Context: an optimization exercise on an open-source flow, tuned for small area, a short achievable clock period and few clock cycles per item. The choices shown serve that exercise and are no tape-out recipe.
At most, simulation tests tie the RTL to the original design; equivalence was not proved.
No activity file was given, so power comes from the tool's default toggle rates.

==> flow/design.v (excerpt) <==
module qspi_lmx_xpose (
    input  wire        clk,
    input  wire        rst,
    input  wire        cfg_we,
    input  wire [4:0]  cfg_addr,
    input  wire [31:0] cfg_wdata,
    input  wire        start,
    output wire        busy,
    output reg         done,
    output reg  [14:0] xfer_len,
    output reg         warn_clamped,
    output reg         warn_mismatch,
    output reg         warn_all_empty,
    output reg         mem_req_valid,
    input  wire        mem_req_ready,
    output reg  [29:0] mem_req_addr,
    input  wire        mem_rsp_valid,
    input  wire [31:0] mem_rsp_data,
    output reg         out_valid,
    input  wire        out_ready,
    output reg  [31:0] out_data
);
For scale: ~970 flip-flops, about 160 I/O pins.
==> flow/config.mk <==
export PLATFORM = sky130hd
export DESIGN_NAME = qspi_lmx_xpose
export DESIGN_NICKNAME = qspi_lmx_xpose
export VERILOG_FILES = /design/flow/design.v
export SDC_FILE = /design/flow/constraint.sdc
export NUM_CORES = 4
export LEC_CHECK = 0
export CAP_MARGIN = 20
export CORE_MARGIN = 2
export CORE_UTILIZATION = 50
export CTS_BUF_LIST = sky130_fd_sc_hd__clkbuf_4 sky130_fd_sc_hd__clkbuf_8
export SLEW_MARGIN = 20
==> flow/constraint.sdc <==
create_clock -name core_clock -period 13.5 [get_ports {clk}]
set_input_delay 2.7000 -clock core_clock [delete_from_list [all_inputs] [get_ports {clk}]]
set_output_delay 2.7000 -clock core_clock [all_outputs]
set_load 0.01 [all_outputs]
standard.sh (not shown) runs the stock make flow with config.mk's settings and CLKGATE_MAP_FILE= SYNTH_SCRIPT=/design/flow/synth_recipe.tcl, a recipe that flattens the netlist after the stock synthesis.
==> flow/flow/run.sh <==
#!/bin/bash
# Standard ORFS layout, with faster port buffers and timing repair aimed
# well below the clock period.
set -euo pipefail
bash standard.sh SETUP_SLACK_MARGIN=9 "BUFFER_PORTS_ARGS=-buffer_cell sky130_fd_sc_hd__buf_4" finish > flow_make.log 2>&1
The starting point went through all stages and came out clean.
Testbench counts at the start, summed over its fixed seeds: cycles 9,555, items 7,883.
Rerun with:
--- a/flow/config.mk
+++ b/flow/config.mk
@@ -6,7 +6,8 @@
 export NUM_CORES = 4
 export LEC_CHECK = 0
-export CAP_MARGIN = 20
+export CAP_MARGIN = 5
 export CORE_MARGIN = 2
-export CORE_UTILIZATION = 50
+export CORE_UTILIZATION = 60
 export CTS_BUF_LIST = sky130_fd_sc_hd__clkbuf_4 sky130_fd_sc_hd__clkbuf_8
-export SLEW_MARGIN = 20
+export CTS_CLUSTER_SIZE = 30
+export SLEW_MARGIN = 5
Result: Core utilization came out higher by 11 points; total power came out lower by 0.85%; design area came out lower by 1.2%; sequential share of layout area came out higher by 0.67 points; die area came out lower by 16%.
Rerun with:
--- a/flow/config.mk
+++ b/flow/config.mk
@@ -6,8 +6,8 @@
 export NUM_CORES = 4
 export LEC_CHECK = 0
-export CAP_MARGIN = 5
+export CAP_MARGIN = 20
 export CORE_MARGIN = 2
 export CORE_UTILIZATION = 60
 export CTS_BUF_LIST = sky130_fd_sc_hd__clkbuf_4 sky130_fd_sc_hd__clkbuf_8
 export CTS_CLUSTER_SIZE = 30
-export SLEW_MARGIN = 5
+export SLEW_MARGIN = 20
Sequential power stays flat.
Count of clock-buffer cells in the layout grows by 12.
Cell count rose by about 0.4%.
Clock power rises by about 4%.
Core utilization rose by 0.56 points.
Total power goes up by about 1.5%.
Synthesized cell count stays the same.
Critical path depth shrinks by 4.
Global-route usage goes up by 0.19 points.
Rerun with:
==> flow/flow/run.sh (replaced) <==
#!/bin/bash
# Standard ORFS layout, with faster port buffers and timing repair aimed
# well below the clock period.
set -euo pipefail
bash standard.sh SETUP_SLACK_MARGIN=8.5 "BUFFER_PORTS_ARGS=-buffer_cell sky130_fd_sc_hd__buf_4" finish > flow_make.log 2>&1
Result: Design area came out lower by 1.2%. Area after synthesis is unchanged. Via count decreases by 1.2%. Wire length drops by 1.4%. Final cell count goes down by 0.55%. First-iteration DRC count goes up by 4.1%. Setup slack got worse by 0.21 ns.

* * *

v6:
qspi_lmx_xpose, a different RTL version from the one above (not shown whole).
Size: about 960 flip-flops, about 160 I/O pins, ~44,000 um2 of cells after synthesis.
export LEC_CHECK = 0
export CAP_MARGIN = 20
export CORE_MARGIN = 2
export CORE_UTILIZATION = 60
export CTS_BUF_LIST = sky130_fd_sc_hd__clkbuf_4 sky130_fd_sc_hd__clkbuf_8
export CTS_CLUSTER_SIZE = 30
export SLEW_MARGIN = 20
create_clock -name core_clock -period 13.5 [get_ports {clk}]
==> flow/flow/run.sh <==
#!/bin/bash
# Standard ORFS layout, with timing repair aimed well below the clock period.
set -euo pipefail
bash standard.sh SETUP_SLACK_MARGIN=9 finish > flow_make.log 2>&1
v6: full flow OK, the timing, DRC and antenna checks passed
Testbench counts of v6, summed over its fixed seeds: cycles 10,019, items 7,883.
> inputs changed (v6 -> v7)
- removing CTS_BUF_LIST (formerly sky130_fd_sc_hd__clkbuf_4 sky130_fd_sc_hd__clkbuf_8)
- removing CTS_CLUSTER_SIZE (formerly 30)
- changing CORE_UTILIZATION from 60 to 40
### Flow results
Changes observed in v7 relative to v6: die area higher; clock power higher.
From v6 to v7 the numbers moved as follows: via total after detailed routing shrank by about 4.6%, overall power of the completed layout moved up, number of cells in the finished layout apart from fillers shows an increase of about 10%.
v7 reached the end of the flow, and the finished layout is clean on the timing, DRC and antenna checks.
Compared with v6, v7 has less setup slack.

* * *

## old
qspi_lmx_xpose, a different RTL version from the one above (not shown whole).
For scale: roughly 3,500 cells after synthesis, ~940 flip-flops, ~160 I/O pins, ~0.046 mm^2 of cells after synthesis.
clock: 13.5 ns
lec_check: 0
cap_margin: 20
core_margin: 2
core_utilization: 40
setup_slack_margin: 5
slew_margin: 20
run.sh (not shown) runs the stock make flow with config.mk's settings and CLKGATE_MAP_FILE= SYNTH_SCRIPT=/design/flow/synth_recipe.tcl, a recipe that flattens the netlist after the stock synthesis.
Stock flow here: none of the scripts above is used.
diff inputs: old => new
Settings: clearing SETUP_SLACK_MARGIN, which used to be 5.
==> flow/flow/run.sh (new file) <==
#!/bin/bash
# Standard ORFS layout, with timing repair aimed well below the clock period.
set -euo pipefail
bash standard.sh SETUP_SLACK_MARGIN=9 finish > flow_make.log 2>&1
==> flow/standard.sh (new file) <==
#!/bin/bash
# synth_recipe.tcl (not shown) runs the flow's synth.tcl, then flattens the netlist and writes it again
# the make line also repeats each setting of config.mk as NAME=value (left out here)
make -C /OpenROAD-flow-scripts/flow DESIGN_CONFIG=/design/flow/config.mk WORK_HOME=/design/flow/orfs CLKGATE_MAP_FILE= SYNTH_SCRIPT=/design/flow/synth_recipe.tcl "${@:-finish}"
removed: flow/run.sh
Results
- new did not stop at any stage, and its layout met the timing, DRC and antenna checks.
- [compare] base=old new=new: clock skew now smaller, non-clock buffer count now larger, fmax now larger.
- On met2 usage: between new and old, it ends up higher for new.
No run of this note included a check of the RTL's function; only the layout flow was run.

## port drivers added, routing unchanged
The results above use ideal ports. As a check the final layouts listed here were re-extracted and re-timed, cells and wires unchanged.
Step 1, drivers: a clkbuf_16 drives clk and a buf_2 each remaining input, both assumed.
Step 2, shift: input delay + t, output delay - t, t = (earliest + latest rising clock arrival at the registers) / 2. This alone moves slack from input paths to output paths.
Three values: ideal, step 1, step 2; two values: the first two.
run | t, ns | slack for setup (ns) | clock arrival spread, ns | worst register clock-pin slew, ns
the first run of note 1 | 0.896 | 9.054 / 9.007 / 8.200 | 0.039 / 0.040 | 0.07 / 0.07
the second run of note 1 | 0.876 | 9.081 / 9.081 / 8.276 | 0.054 / 0.054 | 0.07 / 0.07
the third run of note 1 | 0.885 | 9.092 / 9.092 / 8.293 | 0.062 / 0.061 | 0.07 / 0.07
the fourth run of note 1 | 0.904 | 8.877 / 8.869 / 8.185 | 0.078 / 0.078 | 0.07 / 0.07
v6 | 0.890 | 8.679 / 8.679 / 7.862 | 0.063 / 0.062 | 0.07 / 0.07
v7 | 0.769 | 8.591 / 8.591 / 7.868 | 0.087 / 0.087 | 0.07 / 0.07
old | 0.764 | 7.244 / 7.244 / 7.244 | 0.078 / 0.078 | 0.08 / 0.08
new | 0.756 | 8.881 / 8.881 / 8.365 | 0.073 / 0.073 | 0.08 / 0.08
After both steps every run listed still meets setup and hold. The setup slack of the first run of note 1, which loses most, moves by -0.047 ns with the drivers and by -0.854 ns with both steps.
